From an optimization exercise on the open Yosys and OpenROAD flow, aimed at small area, a short achievable clock period and few clock cycles per item; shortcuts taken in it are not production practice.
The RTL was checked by simulation tests, not by an equivalence proof against the original design.

## flow/design.v (module list and top-level ports; edited modules follow where they fit)
// module fxled_csc: 727 lines
// module fx_m1: 1371 lines
// module fx_m2: 872 lines
// module fx_m3: 897 lines
module fxled_csc (
    input  wire        clk,
    input  wire        rst,         
    input  wire        in_valid,
    output wire        in_ready,
    input  wire        op,          
    input  wire [31:0] x0,          
    input  wire [31:0] x1,          
    input  wire [31:0] x2,          
    output reg         out_valid,
    output wire [31:0] y0,          
    output wire [31:0] y1,          
    output wire [31:0] y2           
);
  // ...
==> flow/run.sh <==
#!/bin/bash
# synth_recipe.tcl (not shown) runs the flow's synth.tcl, then flattens the netlist and writes it again
# the make line also repeats each setting of config.mk as NAME=value (left out here)
make -C /OpenROAD-flow-scripts/flow DESIGN_CONFIG=/design/flow/config.mk WORK_HOME=/design/flow/orfs CLKGATE_MAP_FILE= SYNTH_SCRIPT=/design/flow/synth_recipe.tcl finish
==> flow/config.mk <==
export PLATFORM = sky130hd
export DESIGN_NAME = fxled_csc
export DESIGN_NICKNAME = fxled_csc
export VERILOG_FILES = /design/flow/design.v
export SDC_FILE = /design/flow/constraint.sdc
export NUM_CORES = 4
export LEC_CHECK = 0
export ABC_AREA = 1
export CAP_MARGIN = 50
export CORE_MARGIN = 2
export CORE_UTILIZATION = 60
export SLEW_MARGIN = 60
==> flow/constraint.sdc <==
create_clock -name core_clock -period 15.0 [get_ports {clk}]
set_input_delay 3.0000 -clock core_clock [delete_from_list [all_inputs] [get_ports {clk}]]
set_output_delay 3.0000 -clock core_clock [all_outputs]
set_load 0.01 [all_outputs]
==> qor.yml, run 1 <==
status: "timing/DRC/antenna clean"
netlist.area_leader.share_pct: 29.9
die-width_um: 471
track_usage_pct: 36.0
placed_cell_area_um2: 135000
cts_root_buf: "clkbuf_16"
arrival_ns: 6.25
clk_pin_slew_ns: 0.06
period_share_pct: 37.0
syn_area_um2: 131000
via_per_inst: 5.91
buffers: 323
tap_cells: 2854
fin_cells: 18700
n_all_inverters: 2531
synth_seq_cells: 2052
fin_util_pct: 65.8
syn-instance-count: 15700
synth.most_common_cell: "inv_1"
io_buffers: 184
synth_top_family_by_area: "adder cells"
fin_ws_ns: 9.45
crit_fanout: 21
dr_wl_met2_um: 183000
drt_wl_total_um: 407000
largest_reg_flops: 528
synth-async-reset-ratio_pct: 0
cts_tree: "built"
critPathCapture: "dr_3[16]"
ys_warn_count: 2
drive_gt1_share_pct: 5.08
drv_slew: 0
firstDrtPassIters: 10
worst-path-stages: 23
startpoint_type: "flip-flop"
cpMaxStageDelayCell: "clkinv_1"
reg2reg_from: "dd_2[3]"
io_pins: 198
Testbench counts, summed over its fixed seeds: cycles 8,646, items 8,000.
==> module fxled_csc, before the edit <==
module fxled_csc (
    input  wire        clk,
    input  wire        rst,         
    input  wire        in_valid,
    output wire        in_ready,
    input  wire        op,          
    input  wire [31:0] x0,          
    input  wire [31:0] x1,          
    input  wire [31:0] x2,          
    output reg         out_valid,
    output wire [31:0] y0,          
    output wire [31:0] y1,          
    output wire [31:0] y2           
);
    reg        rdy, hld;
    reg        v0, op0;
    reg [31:0] a0, a1, a2;
    reg        ge_rg, ge_gb, ge_rb, eq_rg, eq_gb, eq_rb;
    assign in_ready = rdy;
    wire take  = in_valid & rdy;
    wire stall = take & ~op & v0 & ~op0;
    always @(posedge clk) begin
        if (rst) begin
            rdy <= 1'b1;
            hld <= 1'b0;
            v0  <= 1'b0;
        end else begin
            rdy <= ~stall;
            hld <= stall;
            if (!hld) v0 <= in_valid;
        end
        if (!hld) begin
            op0 <= op;
            ge_rg <= (x0[15:0] >= x1[15:0]);
            ge_gb <= (x1[15:0] >= x2[15:0]);
            ge_rb <= (x0[15:0] >= x2[15:0]);
            eq_rg <= (x0[15:0] == x1[15:0]);
            eq_gb <= (x1[15:0] == x2[15:0]);
            eq_rb <= (x0[15:0] == x2[15:0]);
            a0 <= x0;
            a1 <= x1;
            a2 <= x2;
        end
    end
    reg [15:1] vld;
    reg [15:1] opk;
    always @(posedge clk) begin
        if (rst) begin
            vld       <= 15'd0;
            out_valid <= 1'b0;
        end else begin
            vld       <= {vld[14:1], v0 & ~hld};
            out_valid <= vld[15];
        end
        opk <= {opk[14:1], op0};
    end
    wire signed [31:0] hh = a0;
    wire signed [31:0] ss = a1;
    wire signed [31:0] vv = a2;
    wire signed [48:0] vt = $signed({vv, 16'd0}) - vv + 49'sd67108864;
    wire        [15:0] vc = vt[48] ? 16'd0 : (|vt[47:43] ? 16'hFFFF : vt[42:27]);
    wire signed [34:0] h6 = $signed({hh, 2'b00}) + $signed({hh, 1'b0});
    wire        [7:0]  hi = h6[34:27];
    wire        [26:0] hf = h6[26:0];
    reg         [2:0]  hsx;
    always @(*) begin
        case (hi)
            8'd0: hsx = 3'd0;
            8'd1: hsx = 3'd1;
            8'd2: hsx = 3'd2;
            8'd3: hsx = 3'd3;
            8'd4: hsx = 3'd4;
            8'd5: hsx = 3'd5;
            8'd6: hsx = 3'd0;
            8'd7: hsx = 3'd1;
            8'd8: hsx = 3'd2;
            8'd9: hsx = 3'd3;
            8'd10: hsx = 3'd4;
            8'd11: hsx = 3'd5;
            8'd12: hsx = 3'd0;
            8'd13: hsx = 3'd1;
            8'd14: hsx = 3'd2;
            8'd15: hsx = 3'd3;
            8'd16: hsx = 3'd4;
            8'd17: hsx = 3'd5;
            8'd18: hsx = 3'd0;
            8'd19: hsx = 3'd1;
            8'd20: hsx = 3'd2;
            8'd21: hsx = 3'd3;
            8'd22: hsx = 3'd4;
            8'd23: hsx = 3'd5;
            8'd24: hsx = 3'd0;
            8'd25: hsx = 3'd1;
            8'd26: hsx = 3'd2;
            8'd27: hsx = 3'd3;
            8'd28: hsx = 3'd4;
            8'd29: hsx = 3'd5;
            8'd30: hsx = 3'd0;
            8'd31: hsx = 3'd1;
            8'd32: hsx = 3'd2;
            8'd33: hsx = 3'd3;
            8'd34: hsx = 3'd4;
            8'd35: hsx = 3'd5;
            8'd36: hsx = 3'd0;
            8'd37: hsx = 3'd1;
            8'd38: hsx = 3'd2;
            8'd39: hsx = 3'd3;
            8'd40: hsx = 3'd4;
            8'd41: hsx = 3'd5;
            8'd42: hsx = 3'd0;
            8'd43: hsx = 3'd1;
            8'd44: hsx = 3'd2;
            8'd45: hsx = 3'd3;
            8'd46: hsx = 3'd4;
            8'd47: hsx = 3'd5;
            8'd48: hsx = 3'd0;
            8'd49: hsx = 3'd1;
            8'd50: hsx = 3'd2;
            8'd51: hsx = 3'd3;
            8'd52: hsx = 3'd4;
            8'd53: hsx = 3'd5;
            8'd54: hsx = 3'd0;
            8'd55: hsx = 3'd1;
            8'd56: hsx = 3'd2;
            8'd57: hsx = 3'd3;
            8'd58: hsx = 3'd4;
            8'd59: hsx = 3'd5;
            8'd60: hsx = 3'd0;
            8'd61: hsx = 3'd1;
            8'd62: hsx = 3'd2;
            8'd63: hsx = 3'd3;
            8'd64: hsx = 3'd4;
            8'd65: hsx = 3'd5;
            8'd66: hsx = 3'd0;
            8'd67: hsx = 3'd1;
            8'd68: hsx = 3'd2;
            8'd69: hsx = 3'd3;
            8'd70: hsx = 3'd4;
            8'd71: hsx = 3'd5;
            8'd72: hsx = 3'd0;
            8'd73: hsx = 3'd1;
            8'd74: hsx = 3'd2;
            8'd75: hsx = 3'd3;
            8'd76: hsx = 3'd4;
            8'd77: hsx = 3'd5;
            8'd78: hsx = 3'd0;
            8'd79: hsx = 3'd1;
            8'd80: hsx = 3'd2;
            8'd81: hsx = 3'd3;
            8'd82: hsx = 3'd4;
            8'd83: hsx = 3'd5;
            8'd84: hsx = 3'd0;
            8'd85: hsx = 3'd1;
            8'd86: hsx = 3'd2;
            8'd87: hsx = 3'd3;
            8'd88: hsx = 3'd4;
            8'd89: hsx = 3'd5;
            8'd90: hsx = 3'd0;
            8'd91: hsx = 3'd1;
            8'd92: hsx = 3'd2;
            8'd93: hsx = 3'd3;
            8'd94: hsx = 3'd4;
            8'd95: hsx = 3'd5;
            8'd96: hsx = 3'd0;
            8'd97: hsx = 3'd1;
            8'd98: hsx = 3'd2;
            8'd99: hsx = 3'd3;
            8'd100: hsx = 3'd4;
            8'd101: hsx = 3'd5;
            8'd102: hsx = 3'd0;
            8'd103: hsx = 3'd1;
            8'd104: hsx = 3'd2;
            8'd105: hsx = 3'd3;
            8'd106: hsx = 3'd4;
            8'd107: hsx = 3'd5;
            8'd108: hsx = 3'd0;
            8'd109: hsx = 3'd1;
            8'd110: hsx = 3'd2;
            8'd111: hsx = 3'd3;
            8'd112: hsx = 3'd4;
            8'd113: hsx = 3'd5;
            8'd114: hsx = 3'd0;
            8'd115: hsx = 3'd1;
            8'd116: hsx = 3'd2;
            8'd117: hsx = 3'd3;
            8'd118: hsx = 3'd4;
            8'd119: hsx = 3'd5;
            8'd120: hsx = 3'd0;
            8'd121: hsx = 3'd1;
            8'd122: hsx = 3'd2;
            8'd123: hsx = 3'd3;
            8'd124: hsx = 3'd4;
            8'd125: hsx = 3'd5;
            8'd126: hsx = 3'd0;
            8'd127: hsx = 3'd1;
            8'd128: hsx = 3'd4;
            8'd129: hsx = 3'd5;
            8'd130: hsx = 3'd0;
            8'd131: hsx = 3'd1;
            8'd132: hsx = 3'd2;
            8'd133: hsx = 3'd3;
            8'd134: hsx = 3'd4;
            8'd135: hsx = 3'd5;
            8'd136: hsx = 3'd0;
            8'd137: hsx = 3'd1;
            8'd138: hsx = 3'd2;
            8'd139: hsx = 3'd3;
            8'd140: hsx = 3'd4;
            8'd141: hsx = 3'd5;
            8'd142: hsx = 3'd0;
            8'd143: hsx = 3'd1;
            8'd144: hsx = 3'd2;
            8'd145: hsx = 3'd3;
            8'd146: hsx = 3'd4;
            8'd147: hsx = 3'd5;
            8'd148: hsx = 3'd0;
            8'd149: hsx = 3'd1;
            8'd150: hsx = 3'd2;
            8'd151: hsx = 3'd3;
            8'd152: hsx = 3'd4;
            8'd153: hsx = 3'd5;
            8'd154: hsx = 3'd0;
            8'd155: hsx = 3'd1;
            8'd156: hsx = 3'd2;
            8'd157: hsx = 3'd3;
            8'd158: hsx = 3'd4;
            8'd159: hsx = 3'd5;
            8'd160: hsx = 3'd0;
            8'd161: hsx = 3'd1;
            8'd162: hsx = 3'd2;
            8'd163: hsx = 3'd3;
            8'd164: hsx = 3'd4;
            8'd165: hsx = 3'd5;
            8'd166: hsx = 3'd0;
            8'd167: hsx = 3'd1;
            8'd168: hsx = 3'd2;
            8'd169: hsx = 3'd3;
            8'd170: hsx = 3'd4;
            8'd171: hsx = 3'd5;
            8'd172: hsx = 3'd0;
            8'd173: hsx = 3'd1;
            8'd174: hsx = 3'd2;
            8'd175: hsx = 3'd3;
            8'd176: hsx = 3'd4;
            8'd177: hsx = 3'd5;
            8'd178: hsx = 3'd0;
            8'd179: hsx = 3'd1;
            8'd180: hsx = 3'd2;
            8'd181: hsx = 3'd3;
            8'd182: hsx = 3'd4;
            8'd183: hsx = 3'd5;
            8'd184: hsx = 3'd0;
            8'd185: hsx = 3'd1;
            8'd186: hsx = 3'd2;
            8'd187: hsx = 3'd3;
            8'd188: hsx = 3'd4;
            8'd189: hsx = 3'd5;
            8'd190: hsx = 3'd0;
            8'd191: hsx = 3'd1;
            8'd192: hsx = 3'd2;
            8'd193: hsx = 3'd3;
            8'd194: hsx = 3'd4;
            8'd195: hsx = 3'd5;
            8'd196: hsx = 3'd0;
            8'd197: hsx = 3'd1;
            8'd198: hsx = 3'd2;
            8'd199: hsx = 3'd3;
            8'd200: hsx = 3'd4;
            8'd201: hsx = 3'd5;
            8'd202: hsx = 3'd0;
            8'd203: hsx = 3'd1;
            8'd204: hsx = 3'd2;
            8'd205: hsx = 3'd3;
            8'd206: hsx = 3'd4;
            8'd207: hsx = 3'd5;
            8'd208: hsx = 3'd0;
            8'd209: hsx = 3'd1;
            8'd210: hsx = 3'd2;
            8'd211: hsx = 3'd3;
            8'd212: hsx = 3'd4;
            8'd213: hsx = 3'd5;
            8'd214: hsx = 3'd0;
            8'd215: hsx = 3'd1;
            8'd216: hsx = 3'd2;
            8'd217: hsx = 3'd3;
            8'd218: hsx = 3'd4;
            8'd219: hsx = 3'd5;
            8'd220: hsx = 3'd0;
            8'd221: hsx = 3'd1;
            8'd222: hsx = 3'd2;
            8'd223: hsx = 3'd3;
            8'd224: hsx = 3'd4;
            8'd225: hsx = 3'd5;
            8'd226: hsx = 3'd0;
            8'd227: hsx = 3'd1;
            8'd228: hsx = 3'd2;
            8'd229: hsx = 3'd3;
            8'd230: hsx = 3'd4;
            8'd231: hsx = 3'd5;
            8'd232: hsx = 3'd0;
            8'd233: hsx = 3'd1;
            8'd234: hsx = 3'd2;
            8'd235: hsx = 3'd3;
            8'd236: hsx = 3'd4;
            8'd237: hsx = 3'd5;
            8'd238: hsx = 3'd0;
            8'd239: hsx = 3'd1;
            8'd240: hsx = 3'd2;
            8'd241: hsx = 3'd3;
            8'd242: hsx = 3'd4;
            8'd243: hsx = 3'd5;
            8'd244: hsx = 3'd0;
            8'd245: hsx = 3'd1;
            8'd246: hsx = 3'd2;
            8'd247: hsx = 3'd3;
            8'd248: hsx = 3'd4;
            8'd249: hsx = 3'd5;
            8'd250: hsx = 3'd0;
            8'd251: hsx = 3'd1;
            8'd252: hsx = 3'd2;
            8'd253: hsx = 3'd3;
            8'd254: hsx = 3'd4;
            8'd255: hsx = 3'd5;
            default: hsx = 3'd0;
        endcase
    end
    wire [27:0] hg = hsx[0] ? {1'b0, hf} : (28'd134217728 - {1'b0, hf});
    wire [15:0] sen, se1, se2;
    assign sen[0] = ss[1];
    assign se1[0] = ss[0] ^ 1'b0;
    assign se2[0] = (ss[1] & ~ss[0] & ~1'b0) | (~ss[1] & ss[0] & 1'b0);
    assign sen[1] = ss[3];
    assign se1[1] = ss[2] ^ ss[1];
    assign se2[1] = (ss[3] & ~ss[2] & ~ss[1]) | (~ss[3] & ss[2] & ss[1]);
    assign sen[2] = ss[5];
    assign se1[2] = ss[4] ^ ss[3];
    assign se2[2] = (ss[5] & ~ss[4] & ~ss[3]) | (~ss[5] & ss[4] & ss[3]);
    assign sen[3] = ss[7];
    assign se1[3] = ss[6] ^ ss[5];
    assign se2[3] = (ss[7] & ~ss[6] & ~ss[5]) | (~ss[7] & ss[6] & ss[5]);
    assign sen[4] = ss[9];
    assign se1[4] = ss[8] ^ ss[7];
    assign se2[4] = (ss[9] & ~ss[8] & ~ss[7]) | (~ss[9] & ss[8] & ss[7]);
    assign sen[5] = ss[11];
    assign se1[5] = ss[10] ^ ss[9];
    assign se2[5] = (ss[11] & ~ss[10] & ~ss[9]) | (~ss[11] & ss[10] & ss[9]);
    assign sen[6] = ss[13];
    assign se1[6] = ss[12] ^ ss[11];
    assign se2[6] = (ss[13] & ~ss[12] & ~ss[11]) | (~ss[13] & ss[12] & ss[11]);
    assign sen[7] = ss[15];
    assign se1[7] = ss[14] ^ ss[13];
    assign se2[7] = (ss[15] & ~ss[14] & ~ss[13]) | (~ss[15] & ss[14] & ss[13]);
    assign sen[8] = ss[17];
    assign se1[8] = ss[16] ^ ss[15];
    assign se2[8] = (ss[17] & ~ss[16] & ~ss[15]) | (~ss[17] & ss[16] & ss[15]);
    assign sen[9] = ss[19];
    assign se1[9] = ss[18] ^ ss[17];
    assign se2[9] = (ss[19] & ~ss[18] & ~ss[17]) | (~ss[19] & ss[18] & ss[17]);
    assign sen[10] = ss[21];
    assign se1[10] = ss[20] ^ ss[19];
    assign se2[10] = (ss[21] & ~ss[20] & ~ss[19]) | (~ss[21] & ss[20] & ss[19]);
    assign sen[11] = ss[23];
    assign se1[11] = ss[22] ^ ss[21];
    assign se2[11] = (ss[23] & ~ss[22] & ~ss[21]) | (~ss[23] & ss[22] & ss[21]);
    assign sen[12] = ss[25];
    assign se1[12] = ss[24] ^ ss[23];
    assign se2[12] = (ss[25] & ~ss[24] & ~ss[23]) | (~ss[25] & ss[24] & ss[23]);
    assign sen[13] = ss[27];
    assign se1[13] = ss[26] ^ ss[25];
    assign se2[13] = (ss[27] & ~ss[26] & ~ss[25]) | (~ss[27] & ss[26] & ss[25]);
    assign sen[14] = ss[29];
    assign se1[14] = ss[28] ^ ss[27];
    assign se2[14] = (ss[29] & ~ss[28] & ~ss[27]) | (~ss[29] & ss[28] & ss[27]);
    assign sen[15] = ss[31];
    assign se1[15] = ss[30] ^ ss[29];
    assign se2[15] = (ss[31] & ~ss[30] & ~ss[29]) | (~ss[31] & ss[30] & ss[29]);
    reg [15:0] V1;
    reg [31:0] s1;
    reg [27:0] g1;
    reg [2:0]  sx1;
    reg [15:0] sbn1, sb11, sb21;
    always @(posedge clk) begin
        V1 <= vc; s1 <= ss; g1 <= hg; sx1 <= hsx;
        sbn1 <= sen; sb11 <= se1; sb21 <= se2;
    end
    wire [59:0] m1s, m1c;
    fx_m1 u_m1 (.bn(sbn1), .b1(sb11), .b2(sb21), .b(g1), .s(m1s), .c(m1c));
    wire [49:0] m2s, m2c;
    fx_m2 u_m2 (.a(V1), .b(s1), .e(V1), .s(m2s), .c(m2c));
    reg [59:0] ws2, wc2;
    reg [49:0] ps2, pc2;
    reg [15:0] V2;
    reg [2:0]  sx2;
    always @(posedge clk) begin
        ws2 <= m1s; wc2 <= m1c; ps2 <= m2s; pc2 <= m2c;
        V2 <= V1; sx2 <= sx1;
    end
    wire [59:0] wf = ws2 + wc2;
    wire [49:0] pf = ps2 + pc2;
    wire [15:0] pcl = pf[49] ? 16'd0 : (|pf[48:43] ? 16'hFFFF : pf[42:27]);
    reg [32:0] W3;
    reg [15:0] V3, P3;
    reg [2:0]  sx3;
    always @(posedge clk) begin
        W3 <= wf[59:27]; V3 <= V2; P3 <= pcl; sx3 <= sx2;
    end
    wire [49:0] m3s, m3c;
    fx_m3 u_m3 (.a(V3), .b(W3), .e(V3), .s(m3s), .c(m3c));
    reg [49:0] qs4, qc4;
    reg [15:0] V4, P4;
    reg [2:0]  sx4;
    always @(posedge clk) begin
        qs4 <= m3s; qc4 <= m3c;
        V4 <= V3; P4 <= P3; sx4 <= sx3;
    end
    wire [49:0] qt = qs4 + qc4;
    wire [15:0] qtc = qt[49] ? 16'd0 : (|qt[48:43] ? 16'hFFFF : qt[42:27]);
    reg [15:0] hr_r, hr_g, hr_b;
    always @(*) begin
        case (sx4)
            3'd0: begin hr_r = V4;  hr_g = qtc; hr_b = P4;  end
            3'd1: begin hr_r = qtc; hr_g = V4;  hr_b = P4;  end
            3'd2: begin hr_r = P4;  hr_g = V4;  hr_b = qtc; end
            3'd3: begin hr_r = P4;  hr_g = qtc; hr_b = V4;  end
            3'd4: begin hr_r = qtc; hr_g = P4;  hr_b = V4;  end
            default: begin hr_r = V4; hr_g = P4; hr_b = qtc; end
        endcase
    end
    reg [47:0] hp [5:15];
    always @(posedge clk) begin
        hp[5] <= {hr_r, hr_g, hr_b};
        hp[6] <= hp[5];
        hp[7] <= hp[6];
        hp[8] <= hp[7];
        hp[9] <= hp[8];
        hp[10] <= hp[9];
        hp[11] <= hp[10];
        hp[12] <= hp[11];
        hp[13] <= hp[12];
        hp[14] <= hp[13];
        hp[15] <= hp[14];
    end
    wire [15:0] r1  = a0[15:0];
    wire [15:0] g1c = a1[15:0];
    wire [15:0] b1  = a2[15:0];
    wire ge_gr = ~ge_rg | eq_rg;
    wire ge_bg = ~ge_gb | eq_gb;
    wire ge_br = ~ge_rb | eq_rb;
    wire r_mx = ge_rg & ge_rb;
    wire g_mx = ge_gr & ge_gb;
    wire b_mx = ge_br & ge_bg;
    wire r_mn = ge_gr & ge_br & ~r_mx;
    wire g_mn = ge_rg & ge_bg & ~g_mx;
    wire b_mn = ge_rb & ge_gb & ~b_mx;
    wire r_md = ~r_mx & ~r_mn;
    wire g_md = ~g_mx & ~g_mn;
    wire b_md = ~b_mx & ~b_mn;
    wire sel_r = r_mx;
    wire sel_g = ~r_mx & g_mx;
    wire sel_b = ~r_mx & ~g_mx;
    wire [15:0] mx = sel_r ? r1 : (sel_g ? g1c : b1);
    wire        dz = ~(r_mn | g_mn | b_mn);
    wire [15:0] mn = r_mn ? r1 : (g_mn ? g1c : b1);
    wire [15:0] md = r_md ? r1 : (g_md ? g1c : b1);
    wire        hasmd = r_md | g_md | b_md;
    wire [15:0] dd = dz ? 16'd0 : (mx - mn);
    wire [15:0] mm = hasmd ? (mx - md) : 16'd0;
    wire p_mn = sel_r ? b_mn : (sel_g ? r_mn : g_mn);
    wire q_mn = sel_r ? g_mn : (sel_g ? b_mn : r_mn);
    wire hneg = sel_r ? g_md : (sel_g ? b_md : r_md);
    wire [2:0] kk = sel_r ? 3'd0 : (sel_g ? 3'd2 : 3'd4);
    wire [3:0]  chi  = {1'b0, kk} + 4'd6 + {3'd0, p_mn} - {3'd0, q_mn} - {3'd0, hneg};
    reg  [2:0]  rem0;
    always @(*) begin
        case (chi)
            4'd5: rem0 = 3'd5;  4'd6: rem0 = 3'd0;  4'd7: rem0 = 3'd1;
            4'd8: rem0 = 3'd2;  4'd9: rem0 = 3'd3;  4'd10: rem0 = 3'd4;
            4'd11: rem0 = 3'd5; default: rem0 = 3'd0;
        endcase
    end
    wire sone = ~dz & (mn == 16'd0);
    reg [15:0] sn2, sd2;
    reg        so2, sz2, sv2;
    always @(posedge clk) begin
        sn2 <= sone ? 16'd0 : dd; sd2 <= mx; so2 <= sone; sz2 <= dz;
        sv2 <= v0 & ~hld & ~op0 & ~rst;
    end
    reg [16:0] dr_0;
    reg [15:0] dd_0;
    reg [3:0]  fl_0;
    reg        dx_0;
    always @(posedge clk) begin
        dr_0 <= sv2 ? {sn2, 1'b0} : {mm, 1'b0};
        dd_0 <= sv2 ? sd2 : dd;
        fl_0 <= sv2 ? {so2, sz2, 2'b00} : {rem0, hneg};
        dx_0 <= ~sv2;
    end
    function [17:0] drow;       
        input [16:0] r;
        input [15:0] dv;
        input        nb;
        reg   [17:0] t;
        reg   [18:0] df;
        begin
            t  = {r, nb};
            df = {1'b0, t} - {2'b00, dv, 1'b0};
            drow = df[18] ? {1'b0, t[16:0]} : {1'b1, df[16:0]};
        end
    endfunction
    function [3:0] d6;          
        input [2:0] rm;
        input       bt;
        reg   [3:0] t;
        begin
            t  = {rm, bt};
            d6 = (t >= 4'd6) ? {1'b1, t[2:0] - 3'd6} : {1'b0, t[2:0]};
        end
    endfunction
    wire [17:0] y_1_0 = drow(dr_0, dd_0, 1'b0);
    wire [3:0]  z_1_0 = d6(fl_0[3:1], y_1_0[17] ^ fl_0[0]);
    wire [17:0] y_1_1 = drow(y_1_0[16:0], dd_0, 1'b0);
    wire [3:0]  z_1_1 = d6(z_1_0[2:0], y_1_1[17] ^ fl_0[0]);
    reg [16:0] dr_1;
    reg [15:0] dd_1;
    reg [3:0]  fl_1;
    reg        dx_1;
    reg [1:0] dq_1;
    always @(posedge clk) begin
        dr_1 <= y_1_1[16:0]; dd_1 <= dd_0; dx_1 <= dx_0;
        fl_1 <= dx_0 ? {z_1_1[2:0], fl_0[0]} : fl_0;
        dq_1 <= {(dx_0 ? z_1_0[3] : y_1_0[17]), (dx_0 ? z_1_1[3] : y_1_1[17])};
    end
    wire [17:0] y_2_0 = drow(dr_1, dd_1, 1'b0);
    wire [3:0]  z_2_0 = d6(fl_1[3:1], y_2_0[17] ^ fl_1[0]);
    wire [17:0] y_2_1 = drow(y_2_0[16:0], dd_1, 1'b0);
    wire [3:0]  z_2_1 = d6(z_2_0[2:0], y_2_1[17] ^ fl_1[0]);
    reg [16:0] dr_2;
    reg [15:0] dd_2;
    reg [3:0]  fl_2;
    reg        dx_2;
    reg [3:0] dq_2;
    always @(posedge clk) begin
        dr_2 <= y_2_1[16:0]; dd_2 <= dd_1; dx_2 <= dx_1;
        fl_2 <= dx_1 ? {z_2_1[2:0], fl_1[0]} : fl_1;
        dq_2 <= {dq_1, (dx_1 ? z_2_0[3] : y_2_0[17]), (dx_1 ? z_2_1[3] : y_2_1[17])};
    end
    wire [17:0] y_3_0 = drow(dr_2, dd_2, 1'b0);
    wire [3:0]  z_3_0 = d6(fl_2[3:1], y_3_0[17] ^ fl_2[0]);
    wire [17:0] y_3_1 = drow(y_3_0[16:0], dd_2, 1'b0);
    wire [3:0]  z_3_1 = d6(z_3_0[2:0], y_3_1[17] ^ fl_2[0]);
    reg [16:0] dr_3;
    reg [15:0] dd_3;
    reg [3:0]  fl_3;
    reg        dx_3;
    reg [5:0] dq_3;
    always @(posedge clk) begin
        dr_3 <= y_3_1[16:0]; dd_3 <= dd_2; dx_3 <= dx_2;
        fl_3 <= dx_2 ? {z_3_1[2:0], fl_2[0]} : fl_2;
        dq_3 <= {dq_2, (dx_2 ? z_3_0[3] : y_3_0[17]), (dx_2 ? z_3_1[3] : y_3_1[17])};
    end
    wire [17:0] y_4_0 = drow(dr_3, dd_3, 1'b0);
    wire [3:0]  z_4_0 = d6(fl_3[3:1], y_4_0[17] ^ fl_3[0]);
    wire [17:0] y_4_1 = drow(y_4_0[16:0], dd_3, 1'b0);
    wire [3:0]  z_4_1 = d6(z_4_0[2:0], y_4_1[17] ^ fl_3[0]);
    reg [16:0] dr_4;
    reg [15:0] dd_4;
    reg [3:0]  fl_4;
    reg        dx_4;
    reg [7:0] dq_4;
    always @(posedge clk) begin
        dr_4 <= y_4_1[16:0]; dd_4 <= dd_3; dx_4 <= dx_3;
        fl_4 <= dx_3 ? {z_4_1[2:0], fl_3[0]} : fl_3;
        dq_4 <= {dq_3, (dx_3 ? z_4_0[3] : y_4_0[17]), (dx_3 ? z_4_1[3] : y_4_1[17])};
    end
    wire [17:0] y_5_0 = drow(dr_4, dd_4, 1'b0);
    wire [3:0]  z_5_0 = d6(fl_4[3:1], y_5_0[17] ^ fl_4[0]);
    wire [17:0] y_5_1 = drow(y_5_0[16:0], dd_4, 1'b0);
    wire [3:0]  z_5_1 = d6(z_5_0[2:0], y_5_1[17] ^ fl_4[0]);
    reg [16:0] dr_5;
    reg [15:0] dd_5;
    reg [3:0]  fl_5;
    reg        dx_5;
    reg [9:0] dq_5;
    always @(posedge clk) begin
        dr_5 <= y_5_1[16:0]; dd_5 <= dd_4; dx_5 <= dx_4;
        fl_5 <= dx_4 ? {z_5_1[2:0], fl_4[0]} : fl_4;
        dq_5 <= {dq_4, (dx_4 ? z_5_0[3] : y_5_0[17]), (dx_4 ? z_5_1[3] : y_5_1[17])};
    end
    wire [17:0] y_6_0 = drow(dr_5, dd_5, 1'b0);
    wire [3:0]  z_6_0 = d6(fl_5[3:1], y_6_0[17] ^ fl_5[0]);
    wire [17:0] y_6_1 = drow(y_6_0[16:0], dd_5, dd_5[15]);
    wire [3:0]  z_6_1 = d6(z_6_0[2:0], y_6_1[17] ^ fl_5[0]);
    reg [16:0] dr_6;
    reg [15:0] dd_6;
    reg [3:0]  fl_6;
    reg        dx_6;
    reg [11:0] dq_6;
    always @(posedge clk) begin
        dr_6 <= y_6_1[16:0]; dd_6 <= dd_5; dx_6 <= dx_5;
        fl_6 <= dx_5 ? {z_6_1[2:0], fl_5[0]} : fl_5;
        dq_6 <= {dq_5, (dx_5 ? z_6_0[3] : y_6_0[17]), (dx_5 ? z_6_1[3] : y_6_1[17])};
    end
    wire [17:0] y_7_0 = drow(dr_6, dd_6, dd_6[14]);
    wire [3:0]  z_7_0 = d6(fl_6[3:1], y_7_0[17] ^ fl_6[0]);
    wire [17:0] y_7_1 = drow(y_7_0[16:0], dd_6, dd_6[13]);
    wire [3:0]  z_7_1 = d6(z_7_0[2:0], y_7_1[17] ^ fl_6[0]);
    reg [16:0] dr_7;
    reg [15:0] dd_7;
    reg [3:0]  fl_7;
    reg        dx_7;
    reg [13:0] dq_7;
    always @(posedge clk) begin
        dr_7 <= y_7_1[16:0]; dd_7 <= dd_6; dx_7 <= dx_6;
        fl_7 <= dx_6 ? {z_7_1[2:0], fl_6[0]} : fl_6;
        dq_7 <= {dq_6, (dx_6 ? z_7_0[3] : y_7_0[17]), (dx_6 ? z_7_1[3] : y_7_1[17])};
    end
    wire [17:0] y_8_0 = drow(dr_7, dd_7, dd_7[12]);
    wire [3:0]  z_8_0 = d6(fl_7[3:1], y_8_0[17] ^ fl_7[0]);
    wire [17:0] y_8_1 = drow(y_8_0[16:0], dd_7, dd_7[11]);
    wire [3:0]  z_8_1 = d6(z_8_0[2:0], y_8_1[17] ^ fl_7[0]);
    reg [16:0] dr_8;
    reg [15:0] dd_8;
    reg [3:0]  fl_8;
    reg        dx_8;
    reg [15:0] dq_8;
    always @(posedge clk) begin
        dr_8 <= y_8_1[16:0]; dd_8 <= dd_7; dx_8 <= dx_7;
        fl_8 <= dx_7 ? {z_8_1[2:0], fl_7[0]} : fl_7;
        dq_8 <= {dq_7, (dx_7 ? z_8_0[3] : y_8_0[17]), (dx_7 ? z_8_1[3] : y_8_1[17])};
    end
    wire [17:0] y_9_0 = drow(dr_8, dd_8, dd_8[10]);
    wire [3:0]  z_9_0 = d6(fl_8[3:1], y_9_0[17] ^ fl_8[0]);
    wire [17:0] y_9_1 = drow(y_9_0[16:0], dd_8, dd_8[9]);
    wire [3:0]  z_9_1 = d6(z_9_0[2:0], y_9_1[17] ^ fl_8[0]);
    reg [16:0] dr_9;
    reg [15:0] dd_9;
    reg [3:0]  fl_9;
    reg        dx_9;
    reg [17:0] dq_9;
    always @(posedge clk) begin
        dr_9 <= y_9_1[16:0]; dd_9 <= dd_8; dx_9 <= dx_8;
        fl_9 <= dx_8 ? {z_9_1[2:0], fl_8[0]} : fl_8;
        dq_9 <= {dq_8, (dx_8 ? z_9_0[3] : y_9_0[17]), (dx_8 ? z_9_1[3] : y_9_1[17])};
    end
    wire [17:0] y_10_0 = drow(dr_9, dd_9, dd_9[8]);
    wire [3:0]  z_10_0 = d6(fl_9[3:1], y_10_0[17] ^ fl_9[0]);
    wire [17:0] y_10_1 = drow(y_10_0[16:0], dd_9, dd_9[7]);
    wire [3:0]  z_10_1 = d6(z_10_0[2:0], y_10_1[17] ^ fl_9[0]);
    reg [16:0] dr_10;
    reg [15:0] dd_10;
    reg [3:0]  fl_10;
    reg        dx_10;
    reg [19:0] dq_10;
    always @(posedge clk) begin
        dr_10 <= y_10_1[16:0]; dd_10 <= dd_9; dx_10 <= dx_9;
        fl_10 <= dx_9 ? {z_10_1[2:0], fl_9[0]} : fl_9;
        dq_10 <= {dq_9, (dx_9 ? z_10_0[3] : y_10_0[17]), (dx_9 ? z_10_1[3] : y_10_1[17])};
    end
    wire [17:0] y_11_0 = drow(dr_10, dd_10, dd_10[6]);
    wire [3:0]  z_11_0 = d6(fl_10[3:1], y_11_0[17] ^ fl_10[0]);
    wire [17:0] y_11_1 = drow(y_11_0[16:0], dd_10, dd_10[5]);
    wire [3:0]  z_11_1 = d6(z_11_0[2:0], y_11_1[17] ^ fl_10[0]);
    reg [16:0] dr_11;
    reg [15:0] dd_11;
    reg [3:0]  fl_11;
    reg        dx_11;
    reg [21:0] dq_11;
    always @(posedge clk) begin
        dr_11 <= y_11_1[16:0]; dd_11 <= dd_10; dx_11 <= dx_10;
        fl_11 <= dx_10 ? {z_11_1[2:0], fl_10[0]} : fl_10;
        dq_11 <= {dq_10, (dx_10 ? z_11_0[3] : y_11_0[17]), (dx_10 ? z_11_1[3] : y_11_1[17])};
    end
    wire [17:0] y_12_0 = drow(dr_11, dd_11, dd_11[4]);
    wire [3:0]  z_12_0 = d6(fl_11[3:1], y_12_0[17] ^ fl_11[0]);
    wire [17:0] y_12_1 = drow(y_12_0[16:0], dd_11, dd_11[3]);
    wire [3:0]  z_12_1 = d6(z_12_0[2:0], y_12_1[17] ^ fl_11[0]);
    reg [16:0] dr_12;
    reg [15:0] dd_12;
    reg [3:0]  fl_12;
    reg        dx_12;
    reg [23:0] dq_12;
    always @(posedge clk) begin
        dr_12 <= y_12_1[16:0]; dd_12 <= dd_11; dx_12 <= dx_11;
        fl_12 <= dx_11 ? {z_12_1[2:0], fl_11[0]} : fl_11;
        dq_12 <= {dq_11, (dx_11 ? z_12_0[3] : y_12_0[17]), (dx_11 ? z_12_1[3] : y_12_1[17])};
    end
    wire [17:0] y_13_0 = drow(dr_12, dd_12, dd_12[2]);
    wire [3:0]  z_13_0 = d6(fl_12[3:1], y_13_0[17] ^ fl_12[0]);
    wire [17:0] y_13_1 = drow(y_13_0[16:0], dd_12, dd_12[1]);
    wire [3:0]  z_13_1 = d6(z_13_0[2:0], y_13_1[17] ^ fl_12[0]);
    reg [16:0] dr_13;
    reg [15:0] dd_13;
    reg [3:0]  fl_13;
    reg        dx_13;
    reg [25:0] dq_13;
    always @(posedge clk) begin
        dr_13 <= y_13_1[16:0]; dd_13 <= dd_12; dx_13 <= dx_12;
        fl_13 <= dx_12 ? {z_13_1[2:0], fl_12[0]} : fl_12;
        dq_13 <= {dq_12, (dx_12 ? z_13_0[3] : y_13_0[17]), (dx_12 ? z_13_1[3] : y_13_1[17])};
    end
    wire [17:0] yl = drow(dr_13, dd_13, dd_13[0]);
    wire [3:0]  zl = d6(fl_13[3:1], yl[17] ^ fl_13[0]);
    wire        hinc = ({1'b0, zl[2:0]} + (fl_13[0] ? 4'd4 : 4'd3)) >= 4'd6;
    reg  [26:0] hq;
    always @(posedge clk) hq <= {dq_13, zl[3]} + {26'd0, hinc};
    wire        sso = fl_13[3];
    wire        sdz = fl_13[2];
    wire [27:0] ss_f = sso ? 28'd134217728 : {1'b0, dq_13, yl[17]};
    wire [27:0] vv_f = {1'b0, dd_13, 11'd0} + {17'd0, ({1'b0, dd_13} + 17'd16) >> 5};
    wire [27:0] rh = sdz ? 28'd0 : {1'b0, hq};
    wire [27:0] rs = sdz ? 28'd0 : ss_f;
    reg [27:0] o0, o1, o2;
    always @(posedge clk) begin
        if (opk[15]) begin
            o0 <= {12'd0, hp[15][47:32]};
            o1 <= {12'd0, hp[15][31:16]};
            o2 <= {12'd0, hp[15][15:0]};
        end else begin
            o0 <= rh;
            o1 <= rs;
            o2 <= vv_f;
        end
    end
    assign y0 = {4'd0, o0};
    assign y1 = {4'd0, o1};
    assign y2 = {4'd0, o2};
endmodule
==> run 2: changes to the inputs <==
--- a/flow/design.v
+++ b/flow/design.v
@@ -378,48 +378,55 @@
     reg [31:0] s1;
     reg [27:0] g1;
     reg [2:0]  sx1;
     reg [15:0] sbn1, sb11, sb21;
     always @(posedge clk) begin
         V1 <= vc; s1 <= ss; g1 <= hg; sx1 <= hsx;
         sbn1 <= sen; sb11 <= se1; sb21 <= se2;
     end
-    wire [59:0] m1s, m1c;
-    fx_m1 u_m1 (.bn(sbn1), .b1(sb11), .b2(sb21), .b(g1), .s(m1s), .c(m1c));
-    wire [49:0] m2s, m2c;
-    fx_m2 u_m2 (.a(V1), .b(s1), .e(V1), .s(m2s), .c(m2c));
-    reg [59:0] ws2, wc2;
-    reg [49:0] ps2, pc2;
+    wire [59:14] m1s, m1c;
+    wire         m1k;
+    fx_m1 u_m1 (.bn(sbn1), .b1(sb11), .b2(sb21), .b(g1), .s(m1s), .c(m1c), .cy(m1k));
+    wire [49:14] m2s, m2c;
+    wire         m2k;
+    fx_m2 u_m2 (.a(V1), .b(s1), .e(V1), .s(m2s), .c(m2c), .cy(m2k));
+    reg [59:14] ws2, wc2;
+    reg         wk2;
+    reg [49:14] ps2, pc2;
+    reg         pk2;
     reg [15:0] V2;
     reg [2:0]  sx2;
     always @(posedge clk) begin
-        ws2 <= m1s; wc2 <= m1c; ps2 <= m2s; pc2 <= m2c;
+        ws2 <= m1s; wc2 <= m1c; wk2 <= m1k;
+        ps2 <= m2s; pc2 <= m2c; pk2 <= m2k;
         V2 <= V1; sx2 <= sx1;
     end
-    wire [59:0] wf = ws2 + wc2;
-    wire [49:0] pf = ps2 + pc2;
-    wire [15:0] pcl = pf[49] ? 16'd0 : (|pf[48:43] ? 16'hFFFF : pf[42:27]);
+    wire [45:0] wf = ws2 + wc2 + {45'd0, wk2};
+    wire [35:0] pf = ps2 + pc2 + {35'd0, pk2};
+    wire [15:0] pcl = pf[35] ? 16'd0 : (|pf[34:29] ? 16'hFFFF : pf[28:13]);
     reg [32:0] W3;
     reg [15:0] V3, P3;
     reg [2:0]  sx3;
     always @(posedge clk) begin
-        W3 <= wf[59:27]; V3 <= V2; P3 <= pcl; sx3 <= sx2;
+        W3 <= wf[45:13]; V3 <= V2; P3 <= pcl; sx3 <= sx2;
     end
-    wire [49:0] m3s, m3c;
-    fx_m3 u_m3 (.a(V3), .b(W3), .e(V3), .s(m3s), .c(m3c));
-    reg [49:0] qs4, qc4;
+    wire [49:10] m3s, m3c;
+    wire         m3k;
+    fx_m3 u_m3 (.a(V3), .b(W3), .e(V3), .s(m3s), .c(m3c), .cy(m3k));
+    reg [49:10] qs4, qc4;
+    reg         qk4;
     reg [15:0] V4, P4;
     reg [2:0]  sx4;
     always @(posedge clk) begin
-        qs4 <= m3s; qc4 <= m3c;
+        qs4 <= m3s; qc4 <= m3c; qk4 <= m3k;
         V4 <= V3; P4 <= P3; sx4 <= sx3;
     end
-    wire [49:0] qt = qs4 + qc4;
-    wire [15:0] qtc = qt[49] ? 16'd0 : (|qt[48:43] ? 16'hFFFF : qt[42:27]);
+    wire [39:0] qt = qs4 + qc4 + {39'd0, qk4};
+    wire [15:0] qtc = qt[39] ? 16'd0 : (|qt[38:33] ? 16'hFFFF : qt[32:17]);
     reg [15:0] hr_r, hr_g, hr_b;
     always @(*) begin
         case (sx4)
             3'd0: begin hr_r = V4;  hr_g = qtc; hr_b = P4;  end
             3'd1: begin hr_r = qtc; hr_g = V4;  hr_b = P4;  end
             3'd2: begin hr_r = P4;  hr_g = V4;  hr_b = qtc; end
             3'd3: begin hr_r = P4;  hr_g = qtc; hr_b = V4;  end
             3'd4: begin hr_r = qtc; hr_g = P4;  hr_b = V4;  end
@@ -486,29 +493,29 @@
         sv2 <= v0 & ~hld & ~op0 & ~rst;
     end
     reg [16:0] dr_0;
     reg [15:0] dd_0;
     reg [3:0]  fl_0;
     reg        dx_0;
     always @(posedge clk) begin
         dr_0 <= sv2 ? {sn2, 1'b0} : {mm, 1'b0};
-        dd_0 <= sv2 ? sd2 : dd;
+        dd_0 <= ~(sv2 ? sd2 : dd);
         fl_0 <= sv2 ? {so2, sz2, 2'b00} : {rem0, hneg};
         dx_0 <= ~sv2;
     end
     function [17:0] drow;       
         input [16:0] r;
         input [15:0] dv;
         input        nb;
         reg   [17:0] t;
         reg   [18:0] df;
         begin
             t  = {r, nb};
-            df = {1'b0, t} - {2'b00, dv, 1'b0};
+            df = {1'b0, t} + {2'b11, dv, 1'b1} + 19'd1;
             drow = df[18] ? {1'b0, t[16:0]} : {1'b1, df[16:0]};
         end
     endfunction
     function [3:0] d6;          
         input [2:0] rm;
         input       bt;
         reg   [3:0] t;
         begin
@@ -583,135 +590,136 @@
     reg [9:0] dq_5;
     always @(posedge clk) begin
         dr_5 <= y_5_1[16:0]; dd_5 <= dd_4; dx_5 <= dx_4;
         fl_5 <= dx_4 ? {z_5_1[2:0], fl_4[0]} : fl_4;
         dq_5 <= {dq_4, (dx_4 ? z_5_0[3] : y_5_0[17]), (dx_4 ? z_5_1[3] : y_5_1[17])};
     end
     wire [17:0] y_6_0 = drow(dr_5, dd_5, 1'b0);
     wire [3:0]  z_6_0 = d6(fl_5[3:1], y_6_0[17] ^ fl_5[0]);
-    wire [17:0] y_6_1 = drow(y_6_0[16:0], dd_5, dd_5[15]);
+    wire [17:0] y_6_1 = drow(y_6_0[16:0], dd_5, ~dd_5[15]);
     wire [3:0]  z_6_1 = d6(z_6_0[2:0], y_6_1[17] ^ fl_5[0]);
     reg [16:0] dr_6;
     reg [15:0] dd_6;
     reg [3:0]  fl_6;
     reg        dx_6;
     reg [11:0] dq_6;
     always @(posedge clk) begin
         dr_6 <= y_6_1[16:0]; dd_6 <= dd_5; dx_6 <= dx_5;
         fl_6 <= dx_5 ? {z_6_1[2:0], fl_5[0]} : fl_5;
         dq_6 <= {dq_5, (dx_5 ? z_6_0[3] : y_6_0[17]), (dx_5 ? z_6_1[3] : y_6_1[17])};
     end
-    wire [17:0] y_7_0 = drow(dr_6, dd_6, dd_6[14]);
+    wire [17:0] y_7_0 = drow(dr_6, dd_6, ~dd_6[14]);
     wire [3:0]  z_7_0 = d6(fl_6[3:1], y_7_0[17] ^ fl_6[0]);
-    wire [17:0] y_7_1 = drow(y_7_0[16:0], dd_6, dd_6[13]);
+    wire [17:0] y_7_1 = drow(y_7_0[16:0], dd_6, ~dd_6[13]);
     wire [3:0]  z_7_1 = d6(z_7_0[2:0], y_7_1[17] ^ fl_6[0]);
     reg [16:0] dr_7;
     reg [15:0] dd_7;
     reg [3:0]  fl_7;
     reg        dx_7;
     reg [13:0] dq_7;
     always @(posedge clk) begin
         dr_7 <= y_7_1[16:0]; dd_7 <= dd_6; dx_7 <= dx_6;
         fl_7 <= dx_6 ? {z_7_1[2:0], fl_6[0]} : fl_6;
         dq_7 <= {dq_6, (dx_6 ? z_7_0[3] : y_7_0[17]), (dx_6 ? z_7_1[3] : y_7_1[17])};
     end
-    wire [17:0] y_8_0 = drow(dr_7, dd_7, dd_7[12]);
+    wire [17:0] y_8_0 = drow(dr_7, dd_7, ~dd_7[12]);
     wire [3:0]  z_8_0 = d6(fl_7[3:1], y_8_0[17] ^ fl_7[0]);
-    wire [17:0] y_8_1 = drow(y_8_0[16:0], dd_7, dd_7[11]);
+    wire [17:0] y_8_1 = drow(y_8_0[16:0], dd_7, ~dd_7[11]);
     wire [3:0]  z_8_1 = d6(z_8_0[2:0], y_8_1[17] ^ fl_7[0]);
     reg [16:0] dr_8;
     reg [15:0] dd_8;
     reg [3:0]  fl_8;
     reg        dx_8;
     reg [15:0] dq_8;
     always @(posedge clk) begin
         dr_8 <= y_8_1[16:0]; dd_8 <= dd_7; dx_8 <= dx_7;
         fl_8 <= dx_7 ? {z_8_1[2:0], fl_7[0]} : fl_7;
         dq_8 <= {dq_7, (dx_7 ? z_8_0[3] : y_8_0[17]), (dx_7 ? z_8_1[3] : y_8_1[17])};
     end
-    wire [17:0] y_9_0 = drow(dr_8, dd_8, dd_8[10]);
+    wire [17:0] y_9_0 = drow(dr_8, dd_8, ~dd_8[10]);
     wire [3:0]  z_9_0 = d6(fl_8[3:1], y_9_0[17] ^ fl_8[0]);
-    wire [17:0] y_9_1 = drow(y_9_0[16:0], dd_8, dd_8[9]);
+    wire [17:0] y_9_1 = drow(y_9_0[16:0], dd_8, ~dd_8[9]);
     wire [3:0]  z_9_1 = d6(z_9_0[2:0], y_9_1[17] ^ fl_8[0]);
     reg [16:0] dr_9;
     reg [15:0] dd_9;
     reg [3:0]  fl_9;
     reg        dx_9;
     reg [17:0] dq_9;
     always @(posedge clk) begin
         dr_9 <= y_9_1[16:0]; dd_9 <= dd_8; dx_9 <= dx_8;
         fl_9 <= dx_8 ? {z_9_1[2:0], fl_8[0]} : fl_8;
         dq_9 <= {dq_8, (dx_8 ? z_9_0[3] : y_9_0[17]), (dx_8 ? z_9_1[3] : y_9_1[17])};
     end
-    wire [17:0] y_10_0 = drow(dr_9, dd_9, dd_9[8]);
+    wire [17:0] y_10_0 = drow(dr_9, dd_9, ~dd_9[8]);
     wire [3:0]  z_10_0 = d6(fl_9[3:1], y_10_0[17] ^ fl_9[0]);
-    wire [17:0] y_10_1 = drow(y_10_0[16:0], dd_9, dd_9[7]);
+    wire [17:0] y_10_1 = drow(y_10_0[16:0], dd_9, ~dd_9[7]);
     wire [3:0]  z_10_1 = d6(z_10_0[2:0], y_10_1[17] ^ fl_9[0]);
     reg [16:0] dr_10;
     reg [15:0] dd_10;
     reg [3:0]  fl_10;
     reg        dx_10;
     reg [19:0] dq_10;
     always @(posedge clk) begin
         dr_10 <= y_10_1[16:0]; dd_10 <= dd_9; dx_10 <= dx_9;
         fl_10 <= dx_9 ? {z_10_1[2:0], fl_9[0]} : fl_9;
         dq_10 <= {dq_9, (dx_9 ? z_10_0[3] : y_10_0[17]), (dx_9 ? z_10_1[3] : y_10_1[17])};
     end
-    wire [17:0] y_11_0 = drow(dr_10, dd_10, dd_10[6]);
+    wire [17:0] y_11_0 = drow(dr_10, dd_10, ~dd_10[6]);
     wire [3:0]  z_11_0 = d6(fl_10[3:1], y_11_0[17] ^ fl_10[0]);
-    wire [17:0] y_11_1 = drow(y_11_0[16:0], dd_10, dd_10[5]);
+    wire [17:0] y_11_1 = drow(y_11_0[16:0], dd_10, ~dd_10[5]);
     wire [3:0]  z_11_1 = d6(z_11_0[2:0], y_11_1[17] ^ fl_10[0]);
     reg [16:0] dr_11;
     reg [15:0] dd_11;
     reg [3:0]  fl_11;
     reg        dx_11;
     reg [21:0] dq_11;
     always @(posedge clk) begin
         dr_11 <= y_11_1[16:0]; dd_11 <= dd_10; dx_11 <= dx_10;
         fl_11 <= dx_10 ? {z_11_1[2:0], fl_10[0]} : fl_10;
         dq_11 <= {dq_10, (dx_10 ? z_11_0[3] : y_11_0[17]), (dx_10 ? z_11_1[3] : y_11_1[17])};
     end
-    wire [17:0] y_12_0 = drow(dr_11, dd_11, dd_11[4]);
+    wire [17:0] y_12_0 = drow(dr_11, dd_11, ~dd_11[4]);
     wire [3:0]  z_12_0 = d6(fl_11[3:1], y_12_0[17] ^ fl_11[0]);
-    wire [17:0] y_12_1 = drow(y_12_0[16:0], dd_11, dd_11[3]);
+    wire [17:0] y_12_1 = drow(y_12_0[16:0], dd_11, ~dd_11[3]);
     wire [3:0]  z_12_1 = d6(z_12_0[2:0], y_12_1[17] ^ fl_11[0]);
     reg [16:0] dr_12;
     reg [15:0] dd_12;
     reg [3:0]  fl_12;
     reg        dx_12;
     reg [23:0] dq_12;
     always @(posedge clk) begin
         dr_12 <= y_12_1[16:0]; dd_12 <= dd_11; dx_12 <= dx_11;
         fl_12 <= dx_11 ? {z_12_1[2:0], fl_11[0]} : fl_11;
         dq_12 <= {dq_11, (dx_11 ? z_12_0[3] : y_12_0[17]), (dx_11 ? z_12_1[3] : y_12_1[17])};
     end
-    wire [17:0] y_13_0 = drow(dr_12, dd_12, dd_12[2]);
+    wire [17:0] y_13_0 = drow(dr_12, dd_12, ~dd_12[2]);
     wire [3:0]  z_13_0 = d6(fl_12[3:1], y_13_0[17] ^ fl_12[0]);
-    wire [17:0] y_13_1 = drow(y_13_0[16:0], dd_12, dd_12[1]);
+    wire [17:0] y_13_1 = drow(y_13_0[16:0], dd_12, ~dd_12[1]);
     wire [3:0]  z_13_1 = d6(z_13_0[2:0], y_13_1[17] ^ fl_12[0]);
     reg [16:0] dr_13;
     reg [15:0] dd_13;
     reg [3:0]  fl_13;
     reg        dx_13;
     reg [25:0] dq_13;
     always @(posedge clk) begin
         dr_13 <= y_13_1[16:0]; dd_13 <= dd_12; dx_13 <= dx_12;
         fl_13 <= dx_12 ? {z_13_1[2:0], fl_12[0]} : fl_12;
         dq_13 <= {dq_12, (dx_12 ? z_13_0[3] : y_13_0[17]), (dx_12 ? z_13_1[3] : y_13_1[17])};
     end
-    wire [17:0] yl = drow(dr_13, dd_13, dd_13[0]);
+    wire [17:0] yl = drow(dr_13, dd_13, ~dd_13[0]);
     wire [3:0]  zl = d6(fl_13[3:1], yl[17] ^ fl_13[0]);
     wire        hinc = ({1'b0, zl[2:0]} + (fl_13[0] ? 4'd4 : 4'd3)) >= 4'd6;
     reg  [26:0] hq;
     always @(posedge clk) hq <= {dq_13, zl[3]} + {26'd0, hinc};
     wire        sso = fl_13[3];
     wire        sdz = fl_13[2];
     wire [27:0] ss_f = sso ? 28'd134217728 : {1'b0, dq_13, yl[17]};
-    wire [27:0] vv_f = {1'b0, dd_13, 11'd0} + {17'd0, ({1'b0, dd_13} + 17'd16) >> 5};
+    wire [15:0] smx = ~dd_13;
+    wire [27:0] vv_f = {1'b0, smx, 11'd0} + {17'd0, ({1'b0, smx} + 17'd16) >> 5};
     wire [27:0] rh = sdz ? 28'd0 : {1'b0, hq};
     wire [27:0] rs = sdz ? 28'd0 : ss_f;
     reg [27:0] o0, o1, o2;
     always @(posedge clk) begin
         if (opk[15]) begin
             o0 <= {12'd0, hp[15][47:32]};
             o1 <= {12'd0, hp[15][31:16]};
             o2 <= {12'd0, hp[15][15:0]};
@@ -721,17 +729,17 @@
             o2 <= vv_f;
         end
     end
     assign y0 = {4'd0, o0};
     assign y1 = {4'd0, o1};
     assign y2 = {4'd0, o2};
 endmodule
 module fx_m1(input [15:0] bn, input [15:0] b1, input [15:0] b2, input [27:0] b,
-    output [59:0] s, output [59:0] c);
+    output [59:14] s, output [59:14] c, output cy);
     wire n0 = ((b1[0] & b[0])) ^ bn[0];
     wire n1 = ((b1[0] & b[1]) | (b2[0] & b[0])) ^ bn[0];
     wire n2 = ((b1[0] & b[2]) | (b2[0] & b[1])) ^ bn[0];
     wire n3 = ((b1[0] & b[3]) | (b2[0] & b[2])) ^ bn[0];
     wire n4 = ((b1[0] & b[4]) | (b2[0] & b[3])) ^ bn[0];
     wire n5 = ((b1[0] & b[5]) | (b2[0] & b[4])) ^ bn[0];
     wire n6 = ((b1[0] & b[6]) | (b2[0] & b[5])) ^ bn[0];
     wire n7 = ((b1[0] & b[7]) | (b2[0] & b[6])) ^ bn[0];
@@ -2088,21 +2096,25 @@
     wire n1358 = n1247 ^ n1248 ^ n490;
     wire n1359 = (n1247 & n1248) | (n1247 & n490) | (n1248 & n490);
     wire n1360 = n1249 ^ n1250 ^ 1'b1;
     wire n1361 = (n1249 & n1250) | (n1249 & 1'b1) | (n1250 & 1'b1);
     wire n1362 = n1251 ^ n464 ^ n492;
     wire n1363 = (n1251 & n464) | (n1251 & n492) | (n464 & n492);
     wire n1364 = n493 ^ 1'b1;
     wire n1365 = n493 & 1'b1;
-    assign s = {n1365, n1363, n1361, n1359, n1357, n1355, n1353, n1351, n1349, n1347, n1345, n1343, n1341, n1339, n1337, n1335, n1333, n1331, n1329, n1327, n1325, n1323, n1321, n1319, n1317, n1315, n1313, n1311, n1309, n1307, n1305, n1303, n1301, n1299, n1297, n1295, n1293, n1291, n1289, n1287, n1285, n1283, n1281, n1279, n1277, n1275, n1273, n1271, n1269, n1267, n1265, n1263, n1261, n1259, n1257, n1255, n1253, n1252, n1, n0};
-    assign c = {n495, n1364, n1362, n1360, n1358, n1356, n1354, n1352, n1350, n1348, n1346, n1344, n1342, n1340, n1338, n1336, n1334, n1332, n1330, n1328, n1326, n1324, n1322, n1320, n1318, n1316, n1314, n1312, n1310, n1308, n1306, n1304, n1302, n1300, n1298, n1296, n1294, n1292, n1290, n1288, n1286, n1284, n1282, n1280, n1278, n1276, n1274, n1272, n1270, n1268, n1266, n1264, n1262, n1260, n1258, n1256, n1254, bn[1], 1'b0, bn[0]};
+    wire [59:0] r0 = {n1365, n1363, n1361, n1359, n1357, n1355, n1353, n1351, n1349, n1347, n1345, n1343, n1341, n1339, n1337, n1335, n1333, n1331, n1329, n1327, n1325, n1323, n1321, n1319, n1317, n1315, n1313, n1311, n1309, n1307, n1305, n1303, n1301, n1299, n1297, n1295, n1293, n1291, n1289, n1287, n1285, n1283, n1281, n1279, n1277, n1275, n1273, n1271, n1269, n1267, n1265, n1263, n1261, n1259, n1257, n1255, n1253, n1252, n1, n0};
+    wire [59:0] r1 = {n495, n1364, n1362, n1360, n1358, n1356, n1354, n1352, n1350, n1348, n1346, n1344, n1342, n1340, n1338, n1336, n1334, n1332, n1330, n1328, n1326, n1324, n1322, n1320, n1318, n1316, n1314, n1312, n1310, n1308, n1306, n1304, n1302, n1300, n1298, n1296, n1294, n1292, n1290, n1288, n1286, n1284, n1282, n1280, n1278, n1276, n1274, n1272, n1270, n1268, n1266, n1264, n1262, n1260, n1258, n1256, n1254, bn[1], 1'b0, bn[0]};
+    wire [14:0] lo = {1'b0, r0[13:0]} + {1'b0, r1[13:0]};
+    assign cy = lo[14];
+    assign s = r0[59:14];
+    assign c = r1[59:14];
 endmodule
 module fx_m2(input [15:0] a, input [31:0] b, input [15:0] e,
-    output [49:0] s, output [49:0] c);
+    output [49:14] s, output [49:14] c, output cy);
     wire n0 = ~a[1];
     wire n1 = a[0] ^ 1'b0;
     wire n2 = (a[1] & ~a[0] & ~1'b0) | (~a[1] & a[0] & 1'b0);
     wire n3 = ((n1 & b[0])) ^ n0;
     wire n4 = ((n1 & b[1]) | (n2 & b[0])) ^ n0;
     wire n5 = ((n1 & b[2]) | (n2 & b[1])) ^ n0;
     wire n6 = ((n1 & b[3]) | (n2 & b[2])) ^ n0;
     wire n7 = ((n1 & b[4]) | (n2 & b[3])) ^ n0;
@@ -2960,21 +2972,25 @@
     wire n859 = n770 ^ n771 ^ n327;
     wire n860 = (n770 & n771) | (n770 & n327) | (n771 & n327);
     wire n861 = n772 ^ n773 ^ 1'b1;
     wire n862 = (n772 & n773) | (n772 & 1'b1) | (n773 & 1'b1);
     wire n863 = n774 ^ n295 ^ n329;
     wire n864 = (n774 & n295) | (n774 & n329) | (n295 & n329);
     wire n865 = n330 ^ 1'b1;
     wire n866 = n330 & 1'b1;
-    assign s = {1'b1, n866, n864, n862, n860, n858, n856, n854, n852, n850, n848, n846, n844, n842, n840, n838, n836, n834, n832, n830, n828, n826, n824, n822, n820, n818, n816, n814, n812, n810, n808, n806, n804, n802, n800, n798, n796, n794, n792, n790, n788, n786, n784, n782, n780, n778, n776, n775, n4, n3};
-    assign c = {1'b0, n332, n865, n863, n861, n859, n857, n855, n853, n851, n849, n847, n845, n843, n841, n839, n837, n835, n833, n831, n829, n827, n825, n823, n821, n819, n817, n815, n813, n811, n809, n807, n805, n803, n801, n799, n797, n795, n793, n791, n789, n787, n785, n783, n781, n779, n777, n37, 1'b0, n0};
+    wire [49:0] r0 = {1'b1, n866, n864, n862, n860, n858, n856, n854, n852, n850, n848, n846, n844, n842, n840, n838, n836, n834, n832, n830, n828, n826, n824, n822, n820, n818, n816, n814, n812, n810, n808, n806, n804, n802, n800, n798, n796, n794, n792, n790, n788, n786, n784, n782, n780, n778, n776, n775, n4, n3};
+    wire [49:0] r1 = {1'b0, n332, n865, n863, n861, n859, n857, n855, n853, n851, n849, n847, n845, n843, n841, n839, n837, n835, n833, n831, n829, n827, n825, n823, n821, n819, n817, n815, n813, n811, n809, n807, n805, n803, n801, n799, n797, n795, n793, n791, n789, n787, n785, n783, n781, n779, n777, n37, 1'b0, n0};
+    wire [14:0] lo = {1'b0, r0[13:0]} + {1'b0, r1[13:0]};
+    assign cy = lo[14];
+    assign s = r0[49:14];
+    assign c = r1[49:14];
 endmodule
 module fx_m3(input [15:0] a, input [32:0] b, input [15:0] e,
-    output [49:0] s, output [49:0] c);
+    output [49:10] s, output [49:10] c, output cy);
     wire n0 = ~a[1];
     wire n1 = a[0] ^ 1'b0;
     wire n2 = (a[1] & ~a[0] & ~1'b0) | (~a[1] & a[0] & 1'b0);
     wire n3 = ((n1 & b[0])) ^ n0;
     wire n4 = ((n1 & b[1]) | (n2 & b[0])) ^ n0;
     wire n5 = ((n1 & b[2]) | (n2 & b[1])) ^ n0;
     wire n6 = ((n1 & b[3]) | (n2 & b[2])) ^ n0;
     wire n7 = ((n1 & b[4]) | (n2 & b[3])) ^ n0;
@@ -3857,11 +3873,15 @@
     wire n884 = n793 ^ n794 ^ n336;
     wire n885 = (n793 & n794) | (n793 & n336) | (n794 & n336);
     wire n886 = n795 ^ n796 ^ 1'b1;
     wire n887 = (n795 & n796) | (n795 & 1'b1) | (n796 & 1'b1);
     wire n888 = n797 ^ n303 ^ n338;
     wire n889 = (n797 & n303) | (n797 & n338) | (n303 & n338);
     wire n890 = n339 ^ 1'b1;
     wire n891 = n339 & 1'b1;
-    assign s = {n891, n889, n887, n885, n883, n881, n879, n877, n875, n873, n871, n869, n867, n865, n863, n861, n859, n857, n855, n853, n851, n849, n847, n845, n843, n841, n839, n837, n835, n833, n831, n829, n827, n825, n823, n821, n819, n817, n815, n813, n811, n809, n807, n805, n803, n801, n799, n798, n4, n3};
-    assign c = {n341, n890, n888, n886, n884, n882, n880, n878, n876, n874, n872, n870, n868, n866, n864, n862, n860, n858, n856, n854, n852, n850, n848, n846, n844, n842, n840, n838, n836, n834, n832, n830, n828, n826, n824, n822, n820, n818, n816, n814, n812, n810, n808, n806, n804, n802, n800, n38, 1'b0, n0};
+    wire [49:0] r0 = {n891, n889, n887, n885, n883, n881, n879, n877, n875, n873, n871, n869, n867, n865, n863, n861, n859, n857, n855, n853, n851, n849, n847, n845, n843, n841, n839, n837, n835, n833, n831, n829, n827, n825, n823, n821, n819, n817, n815, n813, n811, n809, n807, n805, n803, n801, n799, n798, n4, n3};
+    wire [49:0] r1 = {n341, n890, n888, n886, n884, n882, n880, n878, n876, n874, n872, n870, n868, n866, n864, n862, n860, n858, n856, n854, n852, n850, n848, n846, n844, n842, n840, n838, n836, n834, n832, n830, n828, n826, n824, n822, n820, n818, n816, n814, n812, n810, n808, n806, n804, n802, n800, n38, 1'b0, n0};
+    wire [10:0] lo = {1'b0, r0[9:0]} + {1'b0, r1[9:0]};
+    assign cy = lo[10];
+    assign s = r0[49:10];
+    assign c = r1[49:10];
 endmodule
==> qor.yml, run 2 <==
final_nets: 17000
htree_levels: 4
core-area_um2: 210000
grtUsageMet1_pct: 43.5
antenna_found_initial: 15
clockBufferDepth: 3
arrival_ns: 6.38  # +0.13 ns
crit_fanout: 4  # -81%
setup_viol: 0
clk_latency_ns: 0.94
start_util_pct: 60.4
synth_edf_count: 103
synth.most_common_cell: "nand2_1"
largest_reg_flops: 528  # unchanged
hp-start: "hp[11][23]"
yosysUniqueCellTypes: 66
fin_crit_ns: 5.51
route.antenna.remaining_nets: 0
grtUsageMet2_pct: 60.3
synth_seq_cells: 1991  # -3.0%
grt_pass1_vias: 109000
rows: 168
via_per_inst: 5.92  # +0.12%
wl_per_cell_um: 22.1
io_pins: 198  # unchanged
critical_path_class: "flip-flop to flip-flop"
cts.sinks: 1991
fmax_mhz: 181
regMostFlops: "hp"
reg2reg_from: "dd_13[3]"
skew_ns: 0.0987
rsz0062_at_grt: "no"
critPathBufInv: 1
max_stage_delay_ns: 0.41
vias: 107000
die-width_um: 463  # -1.5%
synthTopCellsByCount: "nand2_1 (2,457), inv_1 (2,176), dfxtp_1 (1,888)"
hold_violations: 0
gp_congestion: 1.05
track_usage_pct: 36.4  # +0.39 points
ys_warn_count: 2  # unchanged
syn_area_um2: 127000  # -3.1%
final_cell_mix: "nand2_1 (2,451), inv_1 (2,112), dfxtp_1 (1,867), xor2_1 (1,210), o22ai_1 (942)"
drt_wl_total_um: 399000  # -1.8%
grt_pass1_wl_um: 614000
hold_buffers: 0
hpwl_um: 295000
grt_max_degree: 71
dieArea_um2: 215000
drive_gt1_share_pct: 5.18  # +0.10 points
crit_family: "simple AND/OR/NAND/NOR gates"
final_common_cell: "nand2_1"
syn_avg_cell_area_um2: 8.37
place_inst: 17700
firstDrtPassIters: 7  # -3
netlist.area_leader.share_pct: 29.8  # about the same
grt-busiest-layer: "met2"
cts_root_buf: "clkbuf_16"
area_delta_synth_final_pct: 9.64
drt_iter0_drc: 10200
syn-instance-count: 15100  # -3.7%
status: "timing/DRC/antenna clean"
critPathLaunch: "dd_13[3]"
synthTopCellsByArea: "dfxtp_1 (30%), fa_1 (13%), ha_1 (8.8%)"
fin_setup_tns_ns: 0
synth-async-reset-ratio_pct: 0  # unchanged
maxCapViolations: 0
cp-end-kind: "flip-flop"
numCtsBuffers: 198
die_h_um: 463
grt_use_met3_pct: 7.86
cpMaxStageDelayCell: "fa_1"
drc: 0
synthFlopType: "dfxtp_1"
io_buffers: 184  # unchanged
postCtsSetupBuffers: 0
yosysSeqAreaShare_pct: 32.3
grt-ovfl-total: 0
required_ns: 15.87
cts-resized-gates: 0
top_regs: "hp (528), wc2 (46), ws2 (46)"
worstMarginPinSlew_ns: 0.649
clk_pin_slew_ns: 0.07  # about the same
cts_tree: "built"
relSlewSlack_pct: 56.3
yosys.area.top_type: "dfxtp_1"
startpoint_type: "flip-flop"
fin_cells: 18100  # -3.3%
period_share_pct: 36.7  # -0.25 points
worstHoldPathType: "flip-flop to flip-flop"
drv_slew: 0  # unchanged
## run 2: cell count changes in the layout (fill, tap and decap cells not counted), moves of 28 or more
| cell | delta |
|---|---|
| a21oi_1 | -98 |
| buf_4 | +28 |
| dfxtp_1 | -55 |
| inv_1 | -276 |
| nand2_1 | +76 |
| nand4_1 | -31 |
| nor2_1 | -76 |
| nor3_1 | -31 |
| o21bai_1 | -39 |
| xor2_1 | -36 |
## run 2: worst paths after layout
kind / endpoint / slack, ns / depth (start not counted)
worst max-delay path: hq[25] / 9.49 / 27
worst min-delay path: hp[12][23] / 0.26 / 0
worst max register to register: hq[25] / 9.49 / 27
worst min register to register: hp[12][23] / 0.26 / 0
## run 2: final cells by class
type                            count  area, um2
Clock buffer                      245       5340
Timing Repair Buffer              355       3280
Fill cell                       17200      70900
Sequential cell                  1991      40900
Tap cell                         2805       3510
Inverter                         2245       8470
Clock inverter                    123       1940
Antenna cell                       11       27.5
Multi-Input combinational cell  10300      75400
## run 2: stage by stage
stage	util (%)	cell area [um2]	setup slack, ns	hold slack [ns]
finish	66.2	139000	9.49	0.259
global placement	62.4	131000	9.55	0.310
global route	66.2	139000	9.01	0.275
detailed placement	62.6	131000	9.74	0.312
CTS	66.1	139000	9.50	0.247
floorplan	-	127000	10.33	0.310
## run 2: cells by family (layout without fill, tap and decap cells)
kind of cell	count (synthesis)	in the layout	synth area share, %
AO/OA/AOI/OAI	2855	2855	13.0
XOR/XNOR	1440	1440	9.96
adder cells (fa/ha/maj)	1738	1738	22.1
buffers and inverters	2831	2968	8.50
flip-flops	1991	1991	32.3
multiplexers	10	10	0.0869
other	1	25	0.00296
AND/OR/NAND/NOR	4270	4270	14.0
## run 2: per-layer routing
layer  share of wire, %  wire length [um]
met5              0.049               196
met1                 38            152000
met3                8.7             34900
met2                 46            185000
met4                6.7             26600
Testbench counts of run 2, summed over its fixed seeds: cycles 8,646, items 8,000.

static timing again, ports no longer ideal:
How much do the figures lean on ideal ports? The routed layouts below were timed once more, with nothing changed but the port constraints. Step 1 assumes that a clkbuf_16 drives the clock port and a buf_2 every other input. Step 2 adds t to the input delays and takes it off the output delays; t is the mean of the earliest and latest rising clock arrival at the registers after step 1. Input paths then give back, and output paths get back, about the clock's delay inside the block. Three values: ideal, step 1, step 2; two values: the first two.
run | t (ns) | setup WS [ns] | worst setup path after step 2 | worst data-port slew with drivers (ns)
run 1 | 0.958 | 9.452 / 9.452 / 9.452 | register to register | 0.10
run 2 | 0.974 | 9.489 / 9.489 / 9.489 | register to register | 0.08
After both steps setup and hold are still met in every run listed.
